Source: an optimization exercise on an open RTL-to-GDS flow (aim: small area, a short achievable clock period and few clock cycles). Production flows keep margins and buffers that such runs may drop.
Only simulation tests tie the RTL to the original design; equivalence was not proved.
Power and IR drop assume default switching activity.

**design/flow/run.sh**
```bash
#!/bin/bash
# synth_recipe.tcl (not shown) runs the flow's synth.tcl, then flattens the netlist and writes it again
# the make line also repeats each setting of config.mk as NAME=value (left out here)
make -C /OpenROAD-flow-scripts/flow DESIGN_CONFIG=/design/flow/config.mk WORK_HOME=/design/flow/orfs CLKGATE_MAP_FILE= SYNTH_SCRIPT=/design/flow/synth_recipe.tcl finish
```
**design/flow/config.mk**
```make
export PLATFORM = sky130hd
export DESIGN_NAME = sfla
export DESIGN_NICKNAME = sfla
export VERILOG_FILES = /design/flow/design.v
export SDC_FILE = /design/flow/constraint.sdc
export NUM_CORES = 4
export LEC_CHECK = 0
export ABC_CLOCK_PERIOD_IN_PS = 3500
export CAP_MARGIN = 20
export CORE_MARGIN = 2
export CORE_UTILIZATION = 50
export SETUP_SLACK_MARGIN = 5
export SLEW_MARGIN = 20
```
**design/flow/constraint.sdc**
```tcl
create_clock -name core_clock -period 10.0 [get_ports {clk}]
set_input_delay 2.0000 -clock core_clock [delete_from_list [all_inputs] [get_ports {clk}]]
set_output_delay 2.0000 -clock core_clock [all_outputs]
set_load 0.01 [all_outputs]
```
**design/flow/design.v**
```verilog
module sfla (
    input  wire       clk,
    input  wire       rst,         
    input  wire       cmd_valid,
    output wire       cmd_ready,
    input  wire [7:0] cmd_data,
    input  wire       cmd_last,
    output wire       rsp_valid,
    input  wire       rsp_ready,
    output wire [7:0] rsp_data,
    output wire       rsp_last
);
    localparam [2:0] ST_OK = 3'd0, ST_INVALID_BANK = 3'd1, ST_UNSUP_BANK = 3'd2,
                     ST_UNKNOWN_NAME = 3'd3, ST_NULL_INPUT = 3'd4,
                     ST_MASK_SHORT = 3'd5, ST_NO_FILTER = 3'd6, ST_ILLEGAL = 3'd7;
    localparam [2:0] T_STATUS = 3'd0, T_MATCH = 3'd1, T_FREAD = 3'd2, T_AREAD = 3'd3,
                     T_APPLY = 3'd4, T_LFMT = 3'd5, T_UNK = 3'd6;
    localparam QD = 4;             
    integer i;
    function [7:0] pchar(input [2:0] s, input [2:0] q);
        reg [8*7-1:0] t;
        begin
            case (s)
                3'd0: t = "KILL_  ";
                3'd1: t = "ACCESS_";
                3'd2: t = "EPC_   ";
                3'd3: t = "TID_   ";
                3'd4: t = "USER_  ";
                3'd5: t = "LOCK   ";
                3'd6: t = "UNLOCK ";
                default: t = "PERMA  ";
            endcase
            pchar = t[8*(6-q) +: 8];
        end
    endfunction
    function [2:0] plast(input [2:0] s);    
        case (s)
            3'd0: plast = 3'd4;
            3'd1: plast = 3'd6;
            3'd2: plast = 3'd3;
            3'd3: plast = 3'd3;
            3'd4: plast = 3'd4;
            3'd5: plast = 3'd3;
            3'd6: plast = 3'd5;
            default: plast = 3'd4;
        endcase
    endfunction
    function [7:0] fchar(input [2:0] f, input [3:0] q);
        reg [8*6-1:0] t;
        begin
            case (f)
                3'd0: t = "KILL  ";
                3'd1: t = "ACCESS";
                3'd2: t = "EPC   ";
                3'd3: t = "TID   ";
                default: t = "USER  ";
            endcase
            fchar = t[8*(5-q[2:0]) +: 8];
        end
    endfunction
    function [3:0] flast(input [2:0] f);
        case (f)
            3'd0: flast = 4'd3;
            3'd1: flast = 4'd5;
            3'd2: flast = 4'd2;
            3'd3: flast = 4'd2;
            default: flast = 4'd3;
        endcase
    endfunction
    function [7:0] ochar(input [1:0] o, input [3:0] q);
        reg [8*11-1:0] t;
        begin
            case (o)
                2'd0: t = "LOCK       ";
                2'd1: t = "UNLOCK     ";
                2'd2: t = "PERMALOCK  ";
                default: t = "PERMAUNLOCK";
            endcase
            ochar = t[8*(10-q) +: 8];
        end
    endfunction
    function [3:0] olast(input [1:0] o);
        case (o)
            2'd0: olast = 4'd3;
            2'd1: olast = 4'd5;
            2'd2: olast = 4'd8;
            default: olast = 4'd10;
        endcase
    endfunction
    function [7:0] upcase(input [7:0] b);
        upcase = (b >= 8'h61 && b <= 8'h7A) ? {b[7:6], 1'b0, b[4:0]} : b;
    endfunction
    function [5:0] anext(input [5:0] a);
        anext = (a == 6'd6) ? 6'd32 : a + 6'd1;
    endfunction
    reg rst_q;
    always @(posedge clk) rst_q <= rst;
    wire rs = rst_q;
    reg        cr_q;
    reg        in_v, sk_v;
    reg  [7:0] in_d, sk_d;
    reg        in_l, sk_l;
    wire       consume;
    wire       in_free = ~in_v | consume;
    wire       fire    = cmd_valid & cr_q;
    assign cmd_ready = cr_q;
    always @(posedge clk) begin
        if (rs) begin
            in_v <= 1'b0;
            sk_v <= 1'b0;
        end else if (in_free) begin
            if (sk_v) begin
                in_v <= 1'b1;
                sk_v <= 1'b0;
            end else
                in_v <= fire;
        end else if (fire)
            sk_v <= 1'b1;
        cr_q <= ~rst & (rs | (in_free ? 1'b1 : ~(sk_v | fire)));
        if (in_free) begin
            if (sk_v) begin
                in_d <= sk_d;
                in_l <= sk_l;
            end else begin
                in_d <= cmd_data;
                in_l <= cmd_last;
            end
        end
        if (cr_q) begin
            sk_d <= cmd_data;
            sk_l <= cmd_last;
        end
    end
    reg  [7:0]  fmh [0:6];
    reg  [7:0]  fmm [0:31];
    reg         f_valid;
    reg  [5:0]  f_masklen;
    reg  [9:0]  d_U0, d_V0;
    reg  [2:0]  d_ur, d_vr;
    reg         d_nz;
    reg  [15:0] a_mask, a_act;
    reg  [8*84-1:0] ring;
    reg  [6:0]  ph;
    wire [7:0]  ring_tap = ring[8*84-1 -: 8];
    wire [6:0]  ph_n = (ph == 7'd83) ? 7'd0 : ph + 7'd1;
    reg  [6:0]  pos;
    reg         o_fload, o_fread, o_match, o_lclr, o_lacc, o_lget, o_lparse, o_lfmt;
    reg         written;
    reg  [7:0]  hb1, hb2, hb3;         
    reg         fl_resv, fl_bank0, fl_ok;
    reg  [5:0]  fl_req;
    reg         fl_big;
    reg  [5:0]  fa;                    
    reg         restoring;
    reg  [5:0]  ra;
    reg         fresh;
    reg         rs_any;
    reg  [6:0]  rs_next, s0, tl, rsl;
    reg  [2:0]  dm;                    
    reg  [2:0]  dsid, dq, dfield;
    reg         dperm;
    reg         perr;
    reg  [4:0]  pm;
    reg  [9:0]  pa;
    reg  [7:0]  mA, mB;
    reg  [9:0]  mU, mV;
    reg  [4:0]  midx;
    reg  [1:0]  pf;
    reg         mism;
    reg  [2:0]  qt [0:QD-1];
    reg  [2:0]  qd [0:QD-1];
    reg  [1:0]  qw, qr;
    reg  [2:0]  qn;
    reg         ov, ol;
    reg  [7:0]  od;
    reg         cm;
    reg  [2:0]  ct, cd;
    reg  [6:0]  ci;
    reg  [2:0]  ff;
    reg  [1:0]  fseg;
    reg  [3:0]  fq;
    assign rsp_valid = ov;
    assign rsp_data  = od;
    assign rsp_last  = ol;
    reg busy_fread, busy_unk, busy_a, pend_apply;
    always @(*) begin
        busy_fread = cm && ct == T_FREAD;
        busy_unk   = cm && ct == T_UNK;
        busy_a     = cm && (ct == T_AREAD || ct == T_APPLY || ct == T_LFMT);
        pend_apply = 1'b0;
        for (i = 0; i < QD; i = i + 1)
            if (qn > i) begin
                if (qt[(qr + i) % QD] == T_FREAD) busy_fread = 1'b1;
                if (qt[(qr + i) % QD] == T_UNK)   busy_unk   = 1'b1;
                if (qt[(qr + i) % QD] == T_AREAD || qt[(qr + i) % QD] == T_APPLY ||
                    qt[(qr + i) % QD] == T_LFMT)  busy_a     = 1'b1;
                if (qt[(qr + i) % QD] == T_APPLY) pend_apply = 1'b1;
            end
    end
    wire q_full = (qn == QD);
    wire p0 = (pos == 7'd0);
    wire d_fload  = in_d == 8'h01, d_fread = in_d == 8'h02, d_match = in_d == 8'h03,
         d_lclr   = in_d == 8'h10, d_lacc  = in_d == 8'h11, d_lget  = in_d == 8'h12,
         d_lparse = in_d == 8'h13, d_lfmt  = in_d == 8'h14;
    wire is_fload  = p0 ? d_fload  : o_fload;
    wire is_fread  = p0 ? d_fread  : o_fread;
    wire is_match  = p0 ? d_match  : o_match;
    wire is_lclr   = p0 ? d_lclr   : o_lclr;
    wire is_lacc   = p0 ? d_lacc   : o_lacc;
    wire is_lget   = p0 ? d_lget   : o_lget;
    wire is_lparse = p0 ? d_lparse : o_lparse;
    wire is_lfmt   = p0 ? d_lfmt   : o_lfmt;
    wire f_bank_epc = (fmh[0][1:0] == 2'd1);
    wire f_inv      = fmh[0][2];
    wire        fread_act = cm && ct == T_FREAD;
    wire        sel_fa    = fread_act || (o_fload && !p0) || restoring;
    wire        e_epc     = in_v && o_match && !p0 && pos <= 7'd62;
    wire        stream    = e_epc && !in_l && pf == 2'd2;
    wire        addr_u0   = !stream && (pf == 2'd0 ||
                            (in_v && in_l && !(pf == 2'd1 && e_epc && pos == 7'd1)));
    wire [4:0]  midx_sel  = stream ? midx :
                            addr_u0 ? d_U0[4:0] : d_U0[4:0] + 5'd1;
    wire [5:0]  paddr     = sel_fa ? fa : {1'b1, midx_sel};
    wire [7:0]  port      = paddr[5] ? fmm[paddr[4:0]] : fmh[paddr[2:0]];
    wire fl_ok_cur = (pos == 7'd1) ? (in_d[7:3] == 5'd0 && in_d[1:0] != 2'd0) : fl_ok;
    wire rn_fl = o_fload && !p0 && pos <= 7'd39 && fl_ok_cur;
    wire rn_lp = o_lparse && !p0 && pos <= 7'd84 && in_d != 8'h2C && !perr;
    wire ring_need = in_v && !written && (rn_fl || rn_lp);
    wire ring_ok   = rs_any || (ph == rs_next);
    wire rw        = ring_need && ring_ok;
    wire [7:0] rwd = o_fload ? port : in_d;
    wire [7:0] uc = upcase(in_d);
    reg  [2:0] n_dm, n_dsid, n_dq, n_dfield;
    reg        n_dperm;
    always @(*) begin
        n_dm = 3'd5; n_dsid = dsid; n_dq = dq + 3'd1; n_dfield = dfield; n_dperm = dperm;
        case (dm)
            3'd0: begin
                n_dm = 3'd1; n_dq = 3'd1;
                case (uc)
                    "K": begin n_dsid = 3'd0; n_dfield = 3'd0; end
                    "A": begin n_dsid = 3'd1; n_dfield = 3'd1; end
                    "E": begin n_dsid = 3'd2; n_dfield = 3'd2; end
                    "T": begin n_dsid = 3'd3; n_dfield = 3'd3; end
                    "U": begin n_dsid = 3'd4; n_dfield = 3'd4; end
                    default: n_dm = 3'd5;
                endcase
            end
            3'd1: begin
                if (uc == pchar(dsid, dq)) begin
                    if (dq == plast(dsid))
                        n_dm = (dsid == 3'd7) ? 3'd3 : (dsid[2] && dsid != 3'd4) ? 3'd4 : 3'd2;
                    else
                        n_dm = 3'd1;
                end
            end
            3'd2: begin
                n_dm = 3'd1; n_dq = 3'd1; n_dperm = 1'b0;
                case (uc)
                    "L": n_dsid = 3'd5;
                    "U": n_dsid = 3'd6;
                    "P": n_dsid = 3'd7;
                    default: n_dm = 3'd5;
                endcase
            end
            3'd3: begin
                n_dm = 3'd1; n_dq = 3'd1; n_dperm = 1'b1;
                case (uc)
                    "L": n_dsid = 3'd5;
                    "U": n_dsid = 3'd6;
                    default: n_dm = 3'd5;
                endcase
            end
            default: n_dm = 3'd5;
        endcase
    end
    reg [4:0] f_pm;
    reg [9:0] f_pa;
    always @(*) begin
        f_pm = pm;
        f_pa = pa;
        f_pm[dfield] = 1'b1;
        f_pa[2*dfield +: 2] = {dsid != 3'd6, dperm};
    end
    wire [15:0] mwin = {mA, mB};
    reg  [7:0]  mvalid, mbit;
    integer b;
    always @(*) begin
        for (b = 0; b < 8; b = b + 1) begin
            mbit[b]   = mwin[15 - (d_ur + b)];
            mvalid[b] = (!mU[9] || (mU == 10'h3FF && ({1'b0, d_ur} + b >= 8))) &&
                        ((!mV[9] && mV != 10'd0) || (mV == 10'd0 && b < d_vr));
        end
    end
    wire [7:0] erev = {in_d[0], in_d[1], in_d[2], in_d[3], in_d[4], in_d[5], in_d[6], in_d[7]};
    wire       mism_byte = |(mvalid & (erev ^ mbit));
    wire       end_ok_e  = !d_nz || mV[9] || mV == 10'd0 || (mV == 10'd1 && d_vr == 3'd0);
    wire       end_ok_0  = !d_nz || d_V0[9] || (d_V0 == 10'd0 && d_vr == 3'd0);
    wire       m_r       = p0 ? (end_ok_0 ^ f_inv)
                              : ((!(mism || mism_byte) && end_ok_e) ^ f_inv);
    wire [15:0] nfull = {fmh[5], in_d};
    wire fl_short = (pos == 7'd7) ? (nfull != 16'd0)
                                  : (fl_big || ({1'b0, pos[5:0]} - 7'd7 < {1'b0, fl_req}));
    wire lp_tok_acc = (in_d == 8'h2C) ? 1'b0 : (n_dm == 3'd4);
    reg  [2:0] c_st, c_t;
    reg        c_modA;
    always @(*) begin
        c_st = ST_OK; c_t = T_STATUS; c_modA = 1'b0;
        if (is_fload) begin
            if (pos < 7'd7 || pos > 7'd39 || fl_resv) c_st = ST_ILLEGAL;
            else if (fl_bank0)                        c_st = ST_INVALID_BANK;
            else if (fl_short)                        c_st = ST_MASK_SHORT;
        end else if (is_fread) begin
            if (!p0)            c_st = ST_ILLEGAL;
            else if (!f_valid)  c_st = ST_NO_FILTER;
            else                c_t  = T_FREAD;
        end else if (is_match) begin
            if (pos > 7'd62)      c_st = ST_ILLEGAL;
            else if (!f_valid)    c_st = ST_NO_FILTER;
            else if (!f_bank_epc) c_st = ST_UNSUP_BANK;
            else                  c_t  = T_MATCH;
        end else if (is_lclr) begin
            if (!p0) c_st = ST_ILLEGAL; else c_modA = 1'b1;
        end else if (is_lacc) begin
            if (pos != 7'd4) c_st = ST_ILLEGAL; else c_modA = 1'b1;
        end else if (is_lget) begin
            if (!p0) c_st = ST_ILLEGAL; else c_t = T_AREAD;
        end else if (is_lparse) begin
            if (pos > 7'd84)                          c_st = ST_ILLEGAL;
            else if (p0)                              c_st = ST_NULL_INPUT;
            else if (perr || !lp_tok_acc) begin c_st = ST_UNKNOWN_NAME; c_t = T_UNK; end
            else                                      c_t  = T_APPLY;
        end else if (is_lfmt) begin
            if (!p0) c_st = ST_ILLEGAL; else c_t = T_LFMT;
        end else
            c_st = ST_ILLEGAL;
    end
    wire [2:0] c_d = (c_t == T_MATCH) ? {2'b00, m_r} : c_st;
    wire stall =
        (p0 && d_fload  && (busy_fread || busy_unk)) ||
        (p0 && d_lparse && (pend_apply || busy_unk)) ||
        (ring_need && !ring_ok) ||
        (e_epc && (busy_fread || (pos == 7'd1 && pf != 2'd2))) ||
        (in_l && (q_full || (c_modA && busy_a))) ||
        restoring || fresh;
    assign consume = in_v && !stall;
    wire commit = consume && in_l;
    wire fl_fail_restore = is_fload && !p0 && fl_ok_cur && c_st != ST_OK;
    wire       load = !ov || rsp_ready;
    wire [4:0] lf;
    assign lf[0] = &a_mask[9:8];
    assign lf[1] = &a_mask[7:6];
    assign lf[2] = &a_mask[5:4];
    assign lf[3] = &a_mask[3:2];
    assign lf[4] = &a_mask[1:0];
    function [1:0] lop(input [1:0] v);       
        case (v)
            2'b10: lop = 2'd0;
            2'b00: lop = 2'd1;
            2'b11: lop = 2'd2;
            default: lop = 2'd3;
        endcase
    endfunction
    reg  [1:0] fop;
    always @(*) begin
        case (ff)
            3'd0: fop = lop(a_act[9:8]);
            3'd1: fop = lop(a_act[7:6]);
            3'd2: fop = lop(a_act[5:4]);
            3'd3: fop = lop(a_act[3:2]);
            default: fop = lop(a_act[1:0]);
        endcase
    end
    reg  [2:0] lane_first, lane_next;
    always @(*) begin
        lane_first = 3'd5;
        lane_next  = 3'd5;
        for (i = 4; i >= 0; i = i - 1) begin
            if (lf[i]) lane_first = i[2:0];
            if (lf[i] && i > ff) lane_next = i[2:0];
        end
    end
    wire [7:0] fmt_c = (fseg == 2'd0) ? fchar(ff, fq) :
                       (fseg == 2'd1) ? 8'h5F :
                       (fseg == 2'd2) ? ochar(fop, fq) : 8'h2C;
    wire       fmt_oend = (fseg == 2'd2) && (fq == olast(fop));
    wire       fmt_end  = fmt_oend && lane_next == 3'd5;
    reg  [7:0] nb;
    reg        nl;
    always @(*) begin
        nb = 8'h00; nl = 1'b1;
        case (ct)
            T_MATCH: begin nb = {7'd0, cd[0]}; nl = 1'b1; end
            T_FREAD: begin nb = port; nl = (ci == 7'd7 + {1'b0, f_masklen}); end
            T_AREAD, T_APPLY: begin
                case (ci[2:0])
                    3'd1: nb = a_mask[15:8];
                    3'd2: nb = a_mask[7:0];
                    3'd3: nb = a_act[15:8];
                    default: nb = a_act[7:0];
                endcase
                nl = (ci[2:0] == 3'd4);
            end
            T_LFMT: begin nb = fmt_c; nl = fmt_end; end
            default: begin nb = ring_tap; nl = (ci == tl); end
        endcase
    end
    wire [2:0] ht = qt[qr];
    wire [2:0] hd = qd[qr];
    wire       pop = load && !cm && qn != 3'd0;
    wire       adv = load && cm && !(ct == T_UNK && ph != rsl);
    wire       do_apply = pop && ht == T_APPLY;
    wire [31:0] fP = {fmh[1], fmh[2], fmh[3], fmh[4]};
    wire [15:0] fN = {fmh[5], fmh[6]};
    wire [11:0] du  = 12'd32 - {1'b0, fP[10:0]};
    wire [12:0] dv  = {4'd0, fN[8:0]} + {2'd0, fP[10:0]} - 13'd32;
    always @(posedge clk) begin
        d_U0 <= (|fP[31:11]) ? 10'h300 : {{1{du[11]}}, du[11:3]};
        d_ur <= du[2:0];
        d_V0 <= ((|fP[31:11]) || (|fN[15:9])) ? 10'd511 : dv[12:3];
        d_vr <= dv[2:0];
        d_nz <= (fN != 16'd0);
        ring <= {ring[8*83-1:0], rw ? rwd : ring_tap};
        ph   <= rs ? 7'd0 : ph_n;
    end
    always @(posedge clk) begin
        if (rs) begin
            pos       <= 7'd0;
            written   <= 1'b0;
            restoring <= 1'b0;
            fresh     <= 1'b0;
            pf        <= 2'd0;
            f_valid   <= 1'b0;
            rs_any    <= 1'b1;
        end else begin
            fresh <= 1'b0;
            written <= consume ? 1'b0 : (written | rw);
            if (rw) begin
                if (rs_any) begin
                    s0 <= ph;
                    tl <= 7'd1;
                end else
                    tl <= tl + 7'd1;
                rs_next <= ph_n;
                rs_any  <= 1'b0;
            end
            if (consume) begin
                if (in_l) pos <= 7'd0;
                else if (pos != 7'd127) pos <= pos + 7'd1;
            end
            if (consume && p0) begin
                o_fload  <= d_fload;  o_fread <= d_fread; o_match <= d_match;
                o_lclr   <= d_lclr;   o_lacc  <= d_lacc;  o_lget  <= d_lget;
                o_lparse <= d_lparse; o_lfmt  <= d_lfmt;
                if (d_lparse || d_fload) begin
                    rs_any <= 1'b1;
                    tl     <= 7'd0;
                end
                if (d_lparse) begin
                    dm   <= 3'd0;
                    perr <= 1'b0;
                    pm   <= 5'd0;
                    pa   <= 10'd0;
                end
                mism     <= 1'b0;
                mU       <= d_U0;
                mV       <= d_V0;
                midx     <= d_U0[4:0] + 5'd2;
            end
            if (in_v && o_fload && pos == 7'd1) begin
                fl_resv  <= |in_d[7:3];
                fl_bank0 <= in_d[1:0] == 2'd0;
                fl_ok    <= fl_ok_cur;
            end
            if (in_v && o_fload && pos == 7'd7) begin
                fl_big <= nfull > 16'd256;
                fl_req <= ({1'b0, fmh[5][0], in_d} + 10'd7) >> 3;
            end
            if (in_v && o_lacc && pos == 7'd1) hb1 <= in_d;
            if (in_v && o_lacc && pos == 7'd2) hb2 <= in_d;
            if (in_v && o_lacc && pos == 7'd3) hb3 <= in_d;
            if (consume && o_lparse && !p0 && pos <= 7'd84 && !perr) begin
                if (in_d == 8'h2C) begin
                    if (dm == 3'd4) begin
                        pm     <= f_pm;
                        pa     <= f_pa;
                        dm     <= 3'd0;
                        rs_any <= 1'b1;
                        tl     <= 7'd0;
                    end else
                        perr <= 1'b1;
                end else begin
                    dm <= n_dm; dsid <= n_dsid; dq <= n_dq; dfield <= n_dfield; dperm <= n_dperm;
                end
            end
            if (consume && e_epc) begin
                mism <= mism | mism_byte;
                mU   <= mU + 10'd1;
                mV   <= mV - 10'd1;
            end
            if (commit) begin
                if (is_fload || sel_fa) pf <= 2'd0;
                else begin
                    pf <= 2'd1;
                    mA <= port;
                end
            end else if (consume && e_epc) begin
                mA   <= mB;
                mB   <= port;
                midx <= midx + 5'd1;
            end else if (!sel_fa && !fresh) begin
                if (pf == 2'd0) begin
                    mA <= port;
                    pf <= 2'd1;
                end else if (pf == 2'd1 && !addr_u0) begin
                    mB <= port;
                    pf <= 2'd2;
                end
            end
            if (commit) begin
                if (is_fload && c_st == ST_OK) begin
                    f_valid   <= 1'b1;
                    f_masklen <= pos[5:0] - 6'd7;
                    if (pos == 7'd7) fresh <= 1'b1;
                end
                if (fl_fail_restore) begin
                    restoring <= 1'b1;
                    ra        <= 6'd0;
                end
                if (is_lparse && c_t == T_APPLY) begin
                    pm <= f_pm;
                    pa <= f_pa;
                end
            end
            if (restoring && ph == rsl) begin
                ra <= anext(ra);
                if (anext(ra) == fa) begin
                    restoring <= 1'b0;
                    fresh     <= 1'b1;
                end
            end
        end
    end
    wire       fm_we = restoring ? (ph == rsl) : (rw && o_fload);
    wire [5:0] fm_wa = restoring ? ra : fa;
    wire [7:0] fm_wd = restoring ? ring_tap : in_d;
    genvar gk;
    generate
        for (gk = 0; gk < 7; gk = gk + 1) begin : g_fmh
            always @(posedge clk)
                if (fm_we && fm_wa == gk) fmh[gk] <= fm_wd;
        end
        for (gk = 0; gk < 32; gk = gk + 1) begin : g_fmm
            always @(posedge clk)
                if (fm_we && fm_wa == 32 + gk) fmm[gk] <= fm_wd;
        end
    endgenerate
    always @(posedge clk) begin
        if (rs) begin
            a_mask <= 16'd0;
            a_act  <= 16'd0;
        end else if (commit && c_modA && c_st == ST_OK) begin
            if (is_lclr) begin
                a_mask <= 16'd0;
                a_act  <= 16'd0;
            end else begin
                a_mask <= a_mask | {hb1, hb2};
                a_act  <= (a_act & ~{hb1, hb2}) | ({hb3, in_d} & {hb1, hb2});
            end
        end else if (do_apply) begin
            a_mask <= {6'd0, {2{pm[0]}}, {2{pm[1]}}, {2{pm[2]}}, {2{pm[3]}}, {2{pm[4]}}};
            a_act  <= {6'd0, pa[1:0], pa[3:2], pa[5:4], pa[7:6], pa[9:8]};
        end
    end
    always @(posedge clk) begin
        if (rs) begin
            qw <= 2'd0;
            qr <= 2'd0;
            qn <= 3'd0;
        end else begin
            if (commit) begin
                qt[qw] <= c_t;
                qd[qw] <= c_d;
                qw     <= qw + 2'd1;
            end
            if (pop) qr <= qr + 2'd1;
            qn <= qn + {2'd0, commit} - {2'd0, pop};
        end
    end
    always @(posedge clk) begin
        if (rst || rs) begin
            ov <= 1'b0;
            cm <= 1'b0;
        end else if (load) begin
            if (cm) begin
                if (ct == T_UNK && ph != rsl)
                    ov <= 1'b0;
                else begin
                    ov <= 1'b1;
                    od <= nb;
                    ol <= nl;
                    ci <= ci + 7'd1;
                    if (nl) cm <= 1'b0;
                    if (ct == T_LFMT) begin
                        case (fseg)
                            2'd0: if (fq == flast(ff)) fseg <= 2'd1; else fq <= fq + 4'd1;
                            2'd1: begin fseg <= 2'd2; fq <= 4'd0; end
                            2'd2: if (fmt_oend) fseg <= 2'd3; else fq <= fq + 4'd1;
                            default: begin fseg <= 2'd0; fq <= 4'd0; ff <= lane_next; end
                        endcase
                    end
                end
            end else if (qn != 3'd0) begin
                ov <= 1'b1;
                ct <= ht;
                cd <= hd;
                ci <= 7'd1;
                case (ht)
                    T_STATUS: begin od <= {5'd0, hd}; ol <= 1'b1; cm <= 1'b0; end
                    T_UNK:    begin od <= 8'h03; ol <= (tl == 7'd0); cm <= (tl != 7'd0); end
                    T_LFMT:   begin od <= 8'h00; ol <= (lf == 5'd0); cm <= (lf != 5'd0); end
                    default:  begin od <= 8'h00; ol <= 1'b0; cm <= 1'b1; end
                endcase
                ff   <= lane_first;
                fseg <= 2'd0;
                fq   <= 4'd0;
            end else
                ov <= 1'b0;
        end
    end
    always @(posedge clk) begin
        if (consume && p0 && d_fload)
            fa <= 6'd0;
        else if (rw && o_fload)
            fa <= anext(fa);
        else if (pop && ht == T_FREAD)
            fa <= 6'd0;
        else if (adv && ct == T_FREAD)
            fa <= anext(fa);
    end
    always @(posedge clk) begin
        if (commit && fl_fail_restore)
            rsl <= (rw && rs_any) ? ph : s0;
        else if (restoring && ph == rsl)
            rsl <= (rsl == 7'd83) ? 7'd0 : rsl + 7'd1;
        else if (pop && ht == T_UNK)
            rsl <= s0;
        else if (adv && ct == T_UNK)
            rsl <= (rsl == 7'd83) ? 7'd0 : rsl + 7'd1;
    end
endmodule
```
==> results of run 1 <==
## how the worst max path moves through the flow
| stage | start | end | slack, ns | depth (start not counted) |
|---|---|---|---|---|
| after floorplan | qr[0] | mU[0] | 5.53 | 9 |
| after global placement | ct[1] | mA[7] | 4.61 | 11 |
| after detailed placement | ct[1] | mA[7] | 4.46 | 11 |
| after CTS | ct[1] | mA[7] | 4.96 | 11 |
| after global routing | in_d[4] | fmh[6][1] | 4.85 | 11 |
| final | in_d[4] | fmh[5][7] | 5.05 | 11 |
## power by group through the flow
stage / clock (mW) / combinational [mW] / sequential [mW]
after floorplan: 0 / 0.973 / 5.86
after global placement: 0 / 1.38 / 5.96
after detailed placement: 0 / 1.39 / 5.96
after CTS: 4.99 / 1.42 / 5.84
after global routing: 5.21 / 1.57 / 5.86
final: 4.89 / 1.48 / 5.84
## critical path, stage by stage, from the launching register on
cell and delay (ns):
sky130_fd_sc_hd__edfxtp_1 0.36, sky130_fd_sc_hd__buf_4 0.27, sky130_fd_sc_hd__or4_1 0.70, sky130_fd_sc_hd__or2_1 0.28, sky130_fd_sc_hd__a2bb2oi_1 0.18, sky130_fd_sc_hd__or3_1 0.46
sky130_fd_sc_hd__a211oi_4 0.25, sky130_fd_sc_hd__buf_4 0.35, sky130_fd_sc_hd__nand2_2 0.23, sky130_fd_sc_hd__o31ai_2 0.35, sky130_fd_sc_hd__nand2b_1 0.36, sky130_fd_sc_hd__nor2_1 0.70
## cell usage after synthesis (32+ instances only)
cell | instances | area share, %
sky130_fd_sc_hd__a22oi_1 | 49 | 0.77
sky130_fd_sc_hd__and3_1 | 35 | 0.46
sky130_fd_sc_hd__ha_1 | 90 | 2.4
sky130_fd_sc_hd__clkbuf_1 | 125 | 0.98
sky130_fd_sc_hd__xor2_1 | 45 | 0.83
sky130_fd_sc_hd__mux4_2 | 37 | 1.7
sky130_fd_sc_hd__nor2b_1 | 36 | 0.47
sky130_fd_sc_hd__xnor2_1 | 78 | 1.4
sky130_fd_sc_hd__a31oi_1 | 41 | 0.54
sky130_fd_sc_hd__nor2_1 | 246 | 1.9
sky130_fd_sc_hd__nand4_1 | 40 | 0.53
sky130_fd_sc_hd__o21ai_0 | 163 | 1.7
sky130_fd_sc_hd__nand3_1 | 114 | 1.2
sky130_fd_sc_hd__a21oi_1 | 183 | 1.9
sky130_fd_sc_hd__edfxtp_1 | 535 | 34
sky130_fd_sc_hd__mux2i_1 | 42 | 0.88
sky130_fd_sc_hd__inv_1 | 131 | 1.0
sky130_fd_sc_hd__nand2_1 | 251 | 2.0
sky130_fd_sc_hd__mux2_2 | 35 | 0.83
sky130_fd_sc_hd__a22o_1 | 32 | 0.59
sky130_fd_sc_hd__dfxtp_1 | 772 | 32
sky130_fd_sc_hd__nor3_1 | 133 | 1.4
## state kept, by name, summed over array words and instances, names as in the netlist, 9 cells and up, named ones only
signal  cells
a_act      16
fmh        56
mV         10
fmm       256
d_U0        9
qt         12
ring      672
d_V0       10
mU         10
pa         10
qd         12
a_mask     16
## placed cells by master (no fill, tap or decap), types with 45 or more instances in the layout
master | synthesis | routed
sky130_fd_sc_hd__dfxtp_1 | 772 | 771
sky130_fd_sc_hd__edfxtp_1 | 535 | 535
sky130_fd_sc_hd__xnor2_1 | 78 | 78
sky130_fd_sc_hd__nor2_1 | 246 | 232
sky130_fd_sc_hd__ha_1 | 90 | 88
sky130_fd_sc_hd__nand3_1 | 114 | 114
sky130_fd_sc_hd__a21oi_1 | 183 | 178
sky130_fd_sc_hd__inv_1 | 131 | 132
sky130_fd_sc_hd__o21ai_0 | 163 | 160
sky130_fd_sc_hd__clkbuf_16 | 0 | 134
sky130_fd_sc_hd__nor3_1 | 133 | 108
sky130_fd_sc_hd__buf_4 | 2 | 82
sky130_fd_sc_hd__xor2_1 | 45 | 45
sky130_fd_sc_hd__nand2_1 | 251 | 247
sky130_fd_sc_hd__a22oi_1 | 49 | 49
## cell families (layout without fill, tap and decap cells)
logic type	after synthesis	after routing	synth area share (%)
multiplexers	114	114	3.46
XOR/XNOR	123	123	2.26
AO/OA/AOI/OAI	821	821	12.0
AND/OR/NAND/NOR	1050	1050	11.0
adder cells (fa/ha/maj)	92	92	2.45
buffers and inverters	317	483	2.67
flip-flops	1307	1307	66.2
## area by class of cell
class | count | area (µm²) | area share (%)
clock buffer | 184 | 3700 | 6.84
clock inverter | 54 | 708 | 1.31
inverter | 137 | 518 | 0.956
multi-input combinational | 2200 | 15300 | 28.2
sequential | 1307 | 31500 | 58.2
tap | 1265 | 1580 | 2.92
timing repair buffer | 108 | 882 | 1.63
## repair_timing
| item | CTS | global route |
|---|---|---|
| setup endpoints to repair | 220 | 223 |
| setup buffers | 2 | 22 |
| pin swaps | 1 | 4 |
| gates resized for setup | 28 | 27 |
## metrics by stage
stage                     area, µm²  util [%]  total power, mW  std cells
after floorplan               47600         -             6.83       3824
after CTS                     53900      56.9             12.2       5233
after global placement        49300      52.0             7.33       4992
after global routing          54200      57.2             12.6       5255
final                         54200      57.2             12.2       5255
after detailed placement      49300      52.1             7.35       4993
## layer usage
layer	share of wire [%]	GRT usage (%)
met1	44	38.3
met2	44	38.9
met3	8.8	4.85
met4	3.7	10.2
met5	0	0
==> run notes, run 1 <==
# TYPE chip_impl_metric gauge
chip_impl_metric{name="layout_min_cycle_time",unit="ns"} 4.95
chip_impl_metric{name="synth-seq-area-share",unit="%"} 66.2
chip_impl_metric{name="yosysUniqueCellTypes",unit=""} 116
chip_impl_metric{name="route.detailed.vias_per_inst",unit=""} 5.96
chip_impl_metric{name="power_switching_share",unit="%"} 26.3
chip_impl_metric{name="p_leak",unit="nW"} 19.6
chip_impl_metric{name="grt_use_total",unit="%"} 26.2
chip_impl_metric{name="clock_latency",unit="ns"} 0.77
chip_impl_metric{name="worst_setup_hold_path_clk_slew",unit="ns"} 0.06
chip_impl_metric{name="design.die.area",unit="mm²"} 0.0978
chip_impl_metric{name="max-cap-violations",unit=""} 0
chip_impl_metric{name="hold_depth",unit=""} 0
chip_impl_info{name="hold_path_end",value="ring[645]"} 1
chip_impl_info{name="tritoncts",value="built"} 1
chip_impl_metric{name="grt_first_pass_wirelength",unit="µm"} 192000
chip_impl_metric{name="row_count",unit=""} 113
chip_impl_metric{name="cts.htree.levels",unit=""} 4
chip_impl_metric{name="postCtsHoldBufs",unit=""} 0
chip_impl_metric{name="port_buffers",unit=""} 23
chip_impl_metric{name="rrSetupSlack",unit="ns"} 5.05
chip_impl_info{name="synth-main-ff-cell",value="sky130_fd_sc_hd__dfxtp_1"} 1
chip_impl_metric{name="tightest_slew",unit="ns"} 1.15
chip_impl_metric{name="post_synth.cell_area_avg",unit="µm²"} 12.5
chip_impl_metric{name="cp.required",unit="ns"} 10.36
chip_impl_metric{name="power_frac_seq",unit="%"} 47.9
chip_impl_metric{name="fmax",unit="GHz"} 0.202
chip_impl_info{name="category_of_the_worst_setup_path_launch_point",value="register"} 1
chip_impl_metric{name="floorplan.initialDensity",unit="%"} 50.3
chip_impl_metric{name="cell_internal_power",unit="mW"} 9.00
chip_impl_metric{name="combPwrFrac",unit="%"} 12.1
chip_impl_metric{name="antenna_left",unit=""} 0
chip_impl_metric{name="yosysWarnings",unit=""} 3
chip_impl_info{name="clk_root_buffer_cell",value="sky130_fd_sc_hd__clkbuf_16"} 1
chip_impl_metric{name="p_clk_share",unit="%"} 40.0
chip_impl_info{name="critical_path.endpoint_type",value="register"} 1
chip_impl_metric{name="power.switching",unit="mW"} 3.21
chip_impl_metric{name="routed-via-count",unit=""} 31300
chip_impl_metric{name="syn_area",unit="mm²"} 0.0476
chip_impl_metric{name="final-max-slew-violation-count",unit=""} 0
chip_impl_metric{name="grt_pass1_vias",unit=""} 29500
chip_impl_metric{name="drt_pass1_iterations",unit=""} 6
chip_impl_metric{name="largest_net_degree_at_the_start_of_global_routing",unit=""} 40
chip_impl_metric{name="post-dp-hpwl",unit="µm"} 87900
chip_impl_info{name="rsz_0062_raised_after_global_routing",value="true"} 1
chip_impl_metric{name="clock-sinks",unit=""} 1307
chip_impl_metric{name="final_nets",unit=""} 3990
chip_impl_metric{name="place_worst_setup_slack",unit="ns"} 4.46
chip_impl_metric{name="synth.ff_latch_count",unit=""} 1307
chip_impl_metric{name="detail_route.iter0.violations",unit=""} 3765
chip_impl_info{name="min_from",value="ring[637]"} 1
chip_impl_metric{name="peak_fanout_along_the_critical_path",unit=""} 27
chip_impl_metric{name="timing.final.crit_share",unit="%"} 49.5
chip_impl_info{name="timing_worst_setup_path_type",value="register to register"} 1
chip_impl_metric{name="core-area",unit="mm²"} 0.0947
chip_impl_metric{name="overflow",unit=""} 0
chip_impl_metric{name="synth-edff-count",unit=""} 535
chip_impl_metric{name="wl_per_cell",unit="µm"} 24.6
chip_impl_metric{name="antenna_found_initial",unit=""} 4
chip_impl_metric{name="synth_async_sr_flop_share",unit="%"} 0
chip_impl_metric{name="netlist_instances",unit=""} 3824
chip_impl_metric{name="setup_tns",unit="ns"} 0
chip_impl_metric{name="die_height",unit="µm"} 313
chip_impl_info{name="regToRegEndpoint",value="fmh[5][7]"} 1
chip_impl_metric{name="remaining_drc_errors",unit=""} 0
chip_impl_metric{name="ios",unit=""} 24
chip_impl_metric{name="synthToLayoutAreaGrowth",unit="%"} 13.7
chip_impl_info{name="worstReg2RegStart",value="in_d[4]"} 1
chip_impl_metric{name="clock_tree.buffer_depth",unit=""} 3
chip_impl_metric{name="gpl.final_weighted_congestion",unit=""} 0.994
chip_impl_metric{name="fraction_of_final_layout_cells_sized_beyond_drive_strength_1",unit="%"} 12.6
chip_impl_info{name="hold_path.class",value="register to register"} 1
chip_impl_metric{name="worst-endpoint-arrival",unit="ns"} 5.31
chip_impl_metric{name="pwr_density_cell",unit="mW/mm²"} 225
chip_impl_metric{name="timing.final.ws_setup",unit="ns"} 5.05
chip_impl_metric{name="mappedNetlistNets",unit=""} 3929
chip_impl_info{name="run_status",value="finished clean"} 1
chip_impl_metric{name="r2r_cells",unit=""} 11
chip_impl_metric{name="cts_inserted_buffers",unit=""} 131
chip_impl_metric{name="route.final.wire_length",unit="µm"} 129000
chip_impl_metric{name="relSlewSlack",unit="%"} 23.5
chip_impl_metric{name="vdd_drop_max",unit="µV"} 230
chip_impl_metric{name="width_of_the_die",unit="µm"} 313
chip_impl_metric{name="insertedDiodeCount",unit=""} 0
chip_impl_metric{name="report.final.hold_viol_count",unit=""} 0
chip_impl_metric{name="worst_clock_skew",unit="ns"} 0.0346
chip_impl_metric{name="finalSetupViolCount",unit=""} 0
chip_impl_metric{name="n_fill_cell",unit=""} 7837
chip_impl_metric{name="final.hold.worst_slack",unit="ns"} 0.301
Testbench counts, summed over its fixed seeds: cycles 17,920.
==> inputs of run 2 (changes only) <==
--- a/design/flow/config.mk
+++ b/design/flow/config.mk
@@ -7,7 +7,5 @@
 export LEC_CHECK = 0
-export ABC_CLOCK_PERIOD_IN_PS = 3500
 export CAP_MARGIN = 20
 export CORE_MARGIN = 2
-export CORE_UTILIZATION = 50
-export SETUP_SLACK_MARGIN = 5
+export CORE_UTILIZATION = 40
 export SLEW_MARGIN = 20
==> run notes, run 2 <==
# TYPE chip_impl_metric gauge
chip_impl_info{name="post_synth_main_area_contributors",value="sky130_fd_sc_hd__edfxtp_1 (34%), sky130_fd_sc_hd__dfxtp_1 (32%), sky130_fd_sc_hd__ha_1 (2.4%), sky130_fd_sc_hd__nand2_1 (2.0%), sky130_fd_sc_hd__nor2_1 (1.9%)"} 1
chip_impl_info{name="category_of_the_worst_setup_path_launch_point",value="register"} 1
chip_impl_metric{name="routed-via-count",unit=""} 31200
chip_impl_metric{name="remaining_drc_errors",unit=""} 0
chip_impl_metric{name="placed_area",unit="mm²"} 0.0497
chip_impl_metric{name="layout_min_cycle_time",unit="ns"} 5.52
chip_impl_info{name="synth-main-ff-cell",value="sky130_fd_sc_hd__dfxtp_1"} 1
chip_impl_metric{name="die_height",unit="µm"} 349
chip_impl_metric{name="synth.ff_latch_count",unit=""} 1307
chip_impl_metric{name="grt_pass1_vias",unit=""} 29800
chip_impl_metric{name="timing.final.ws_setup",unit="ns"} 4.48
chip_impl_metric{name="report.final.hold_viol_count",unit=""} 0
chip_impl_metric{name="peak_fanout_along_the_critical_path",unit=""} 20
chip_impl_metric{name="post-dp-hpwl",unit="µm"} 88000
chip_impl_metric{name="largest_net_degree_at_the_start_of_global_routing",unit=""} 40
chip_impl_metric{name="p_clk_share",unit="%"} 41.0
chip_impl_metric{name="vdd_drop_max",unit="µV"} 193
chip_impl_metric{name="final.hold.worst_slack",unit="ns"} 0.306
chip_impl_metric{name="wl_per_cell",unit="µm"} 23.4
chip_impl_metric{name="fraction_of_final_layout_cells_sized_beyond_drive_strength_1",unit="%"} 11.8
chip_impl_info{name="synth_top_cell_by_area",value="sky130_fd_sc_hd__edfxtp_1"} 1
chip_impl_metric{name="antenna_left",unit=""} 0
chip_impl_metric{name="cts_post_setup_buffers_inserted",unit=""} 0
chip_impl_metric{name="worst_setup_hold_path_clk_slew",unit="ns"} 0.06
chip_impl_info{name="reg.largest.list",value="ring x672, fmm x256, fmh x56"} 1
chip_impl_metric{name="final_core_utilization",unit="%"} 46.1
chip_impl_metric{name="largest_register_ffs",unit=""} 672
chip_impl_info{name="tritoncts",value="built"} 1
chip_impl_info{name="rsz_0062_raised_after_global_routing",value="false"} 1
chip_impl_metric{name="overflow",unit=""} 0
chip_impl_metric{name="port_buffers",unit=""} 23
chip_impl_metric{name="synth_async_sr_flop_share",unit="%"} 0
chip_impl_metric{name="core-area",unit="mm²"} 0.118
chip_impl_info{name="critical_path.endpoint_type",value="register"} 1
chip_impl_metric{name="grt_use_total",unit="%"} 21.0
chip_impl_info{name="ranking_of_synthesized_cells_by_instance_count",value="sky130_fd_sc_hd__dfxtp_1 (772), sky130_fd_sc_hd__edfxtp_1 (535), sky130_fd_sc_hd__nand2_1 (251)"} 1
chip_impl_metric{name="timing.final.crit_share",unit="%"} 55.2
chip_impl_metric{name="clock_latency",unit="ns"} 0.74
chip_impl_metric{name="power_switching_share",unit="%"} 25.9
chip_impl_metric{name="ios",unit=""} 24
chip_impl_metric{name="final_nets",unit=""} 3978
chip_impl_metric{name="floorplan.initialDensity",unit="%"} 40.4
chip_impl_metric{name="antenna_found_initial",unit=""} 5
chip_impl_metric{name="power.switching",unit="mW"} 3.21
chip_impl_metric{name="final-max-slew-violation-count",unit=""} 0
chip_impl_info{name="hold_path.class",value="register to register"} 1
chip_impl_metric{name="relSlewSlack",unit="%"} 22.8
chip_impl_metric{name="detail_route.iter0.violations",unit=""} 3320
chip_impl_info{name="clk_root_buffer_cell",value="sky130_fd_sc_hd__clkbuf_16"} 1
chip_impl_metric{name="place_worst_setup_slack",unit="ns"} 4.64
chip_impl_metric{name="combPwrFrac",unit="%"} 11.6
chip_impl_metric{name="pwr_density_cell",unit="mW/mm²"} 227
chip_impl_info{name="final_cell_mix",value="sky130_fd_sc_hd__dfxtp_1 (771), sky130_fd_sc_hd__edfxtp_1 (535), sky130_fd_sc_hd__nand2_1 (251)"} 1
chip_impl_metric{name="max-cap-violations",unit=""} 0
chip_impl_metric{name="design.die.area",unit="mm²"} 0.122
chip_impl_info{name="yosys.cell_count.top_type",value="sky130_fd_sc_hd__dfxtp_1"} 1
chip_impl_metric{name="postCtsHoldBufs",unit=""} 0
chip_impl_metric{name="syn_area",unit="mm²"} 0.0476
chip_impl_info{name="timing_worst_setup_path_type",value="register to register"} 1
chip_impl_metric{name="postCtsResizedCells",unit=""} 0
chip_impl_metric{name="synth-seq-area-share",unit="%"} 66.2
chip_impl_info{name="run_status",value="finished clean"} 1
chip_impl_metric{name="cts_inserted_buffers",unit=""} 136
chip_impl_metric{name="synth-edff-count",unit=""} 535
chip_impl_metric{name="yosysUniqueCellTypes",unit=""} 116
chip_impl_metric{name="route.final.wire_length",unit="µm"} 129000
chip_impl_metric{name="clock_tree.buffer_depth",unit=""} 3
chip_impl_metric{name="cts.htree.levels",unit=""} 4
chip_impl_info{name="regMostFlops",value="ring"} 1
chip_impl_metric{name="clock-sinks",unit=""} 1307
chip_impl_metric{name="synthToLayoutAreaGrowth",unit="%"} 14.2
chip_impl_metric{name="post_synth.cell_area_avg",unit="µm²"} 12.5
chip_impl_metric{name="p_leak",unit="nW"} 19.6
chip_impl_metric{name="post-synth-top-area-fraction",unit="%"} 33.7
chip_impl_metric{name="route.detailed.vias_per_inst",unit=""} 5.65
chip_impl_metric{name="finalSetupViolCount",unit=""} 0
chip_impl_metric{name="gpl.final_weighted_congestion",unit=""} 0.967
chip_impl_info{name="final_common_cell",value="sky130_fd_sc_hd__dfxtp_1"} 1
chip_impl_metric{name="cp.required",unit="ns"} 10.46
chip_impl_metric{name="row_count",unit=""} 126
chip_impl_metric{name="worst_clock_skew",unit="ns"} 0.0341
chip_impl_metric{name="postLayoutCellArea",unit="mm²"} 0.0544
chip_impl_metric{name="mappedNetlistNets",unit=""} 3929
chip_impl_metric{name="width_of_the_die",unit="µm"} 349
chip_impl_metric{name="drt_pass1_iterations",unit=""} 6
chip_impl_metric{name="yosysWarnings",unit=""} 3
chip_impl_metric{name="cell_internal_power",unit="mW"} 9.15
chip_impl_metric{name="grt_first_pass_wirelength",unit="µm"} 192000
chip_impl_metric{name="setup_tns",unit="ns"} 0
chip_impl_metric{name="fmax",unit="GHz"} 0.181
chip_impl_metric{name="worst-endpoint-arrival",unit="ns"} 5.98
chip_impl_metric{name="tightest_slew",unit="ns"} 1.16
chip_impl_metric{name="netlist_instances",unit=""} 3824
chip_impl_metric{name="power_frac_seq",unit="%"} 47.3
==> run 2: cell counts after synthesis <==
No cell type changed its count.
==> run 2: kinds of logic (layout without fill, tap and decap cells) <==
group / after synthesis / in the layout / share of synthesized area, %
DFF: 1307 / 1307 / 66.2
buffers and inverters: 317 / 480 / 2.67
xor gates and xnor gates: 123 / 123 / 2.26
muxes: 114 / 114 / 3.46
AOI/OAI and AO/OA: 821 / 821 / 12.0
adders and majority gates: 92 / 92 / 2.45
other: 0 / 2 / 0
and+or+nand+nor: 1050 / 1050 / 11.0
==> run 2: cell type report <==
class | instances | area (µm²)
Sequential cell | 1307 | 31500
Fill cell | 10500 | 63700
Timing Repair Buffer | 91 | 738
Tap cell | 1536 | 1920
Antenna cell | 2 | 5.00
Multi-Input combinational cell | 2200 | 15100
Clock inverter | 64 | 659
Clock buffer | 188 | 3960
Inverter | 137 | 514
==> run 2: layer usage <==
layer / share of wire (%) / global-route usage [%] / up-vias
li1: - / - / 14200
met1: 44 / 29.1 / 15300
met2: 44 / 31.7 / 1336
met3: 7.6 / 4.06 / 324
met4: 4.2 / 9.34 / 6
met5: 0.030 / 0 / -
==> run 2: final timing paths <==
path	start	endpoint	slack, ns	cells after the start
setup / recovery	ct[1]	od[4]	4.48	12
hold / removal	ring[654]	ring[662]	0.31	0
setup reg to reg	ct[1]	od[4]	4.48	12
hold reg to reg	ring[654]	ring[662]	0.31	0
==> run 2: per-stage QoR <==
stage | power [mW] | cells
after floorplan | 6.83 | 3824
after global placement | 7.34 | 5268
after detailed placement | 7.35 | 5271
after CTS | 12.4 | 5523
after global routing | 12.8 | 5523
final | 12.4 | 5525
==> run 2: critical path, stage by stage, from the launching register on <==
cell                       delay, ns
sky130_fd_sc_hd__edfxtp_1       0.57
sky130_fd_sc_hd__nor3b_2        0.30
sky130_fd_sc_hd__a21oi_1        0.61
sky130_fd_sc_hd__o21ai_0        0.43
sky130_fd_sc_hd__o21ba_2        0.78
sky130_fd_sc_hd__nor2_2         0.07
sky130_fd_sc_hd__buf_4          0.27
sky130_fd_sc_hd__mux2_2         0.36
sky130_fd_sc_hd__a311oi_1       0.41
sky130_fd_sc_hd__o211ai_1       0.32
sky130_fd_sc_hd__nor4_1         0.69
sky130_fd_sc_hd__buf_4          0.29
sky130_fd_sc_hd__o32ai_1        0.10
==> run 2: power groups by stage <==
stage | Combinational, mW | Sequential (mW) | Clock [mW]
global placement | 1.38 | 5.96 | 0
CTS | 1.40 | 5.84 | 5.19
finish | 1.44 | 5.85 | 5.07
detailed placement | 1.39 | 5.96 | 0
floorplan | 0.973 | 5.86 | 0
global route | 1.53 | 5.86 | 5.41

==> port drivers added, routing unchanged <==
The results above use ideal ports. As a check the final layouts listed here were re-extracted and re-timed, cells and wires unchanged.
Step 1, drivers: a clkbuf_16 drives clk and a buf_2 each remaining input, both assumed.
Step 2 moves the port delays by t, midway between the first and last clock arrival at a register: inputs arrive t later, outputs are due t later. That takes back most of the time a late clock gives input paths.
a / b / c = ideal ports / drivers / drivers and shift; a / b = the first two.
run	t, ns	slack for setup (ns)	latest minus earliest clock arrival (ns)	slew at the worst register clock pin (ns)
run 1	0.818	5.054 / 5.054 / 4.653	0.036 / 0.036	0.07 / 0.07
run 2	0.794	4.480 / 4.480 / 4.480	0.035 / 0.035	0.07 / 0.07
After both steps setup and hold are still met in every run listed. For run 1, which loses most, drivers alone change the setup slack by 0.000 ns; drivers and shift together by -0.401 ns.
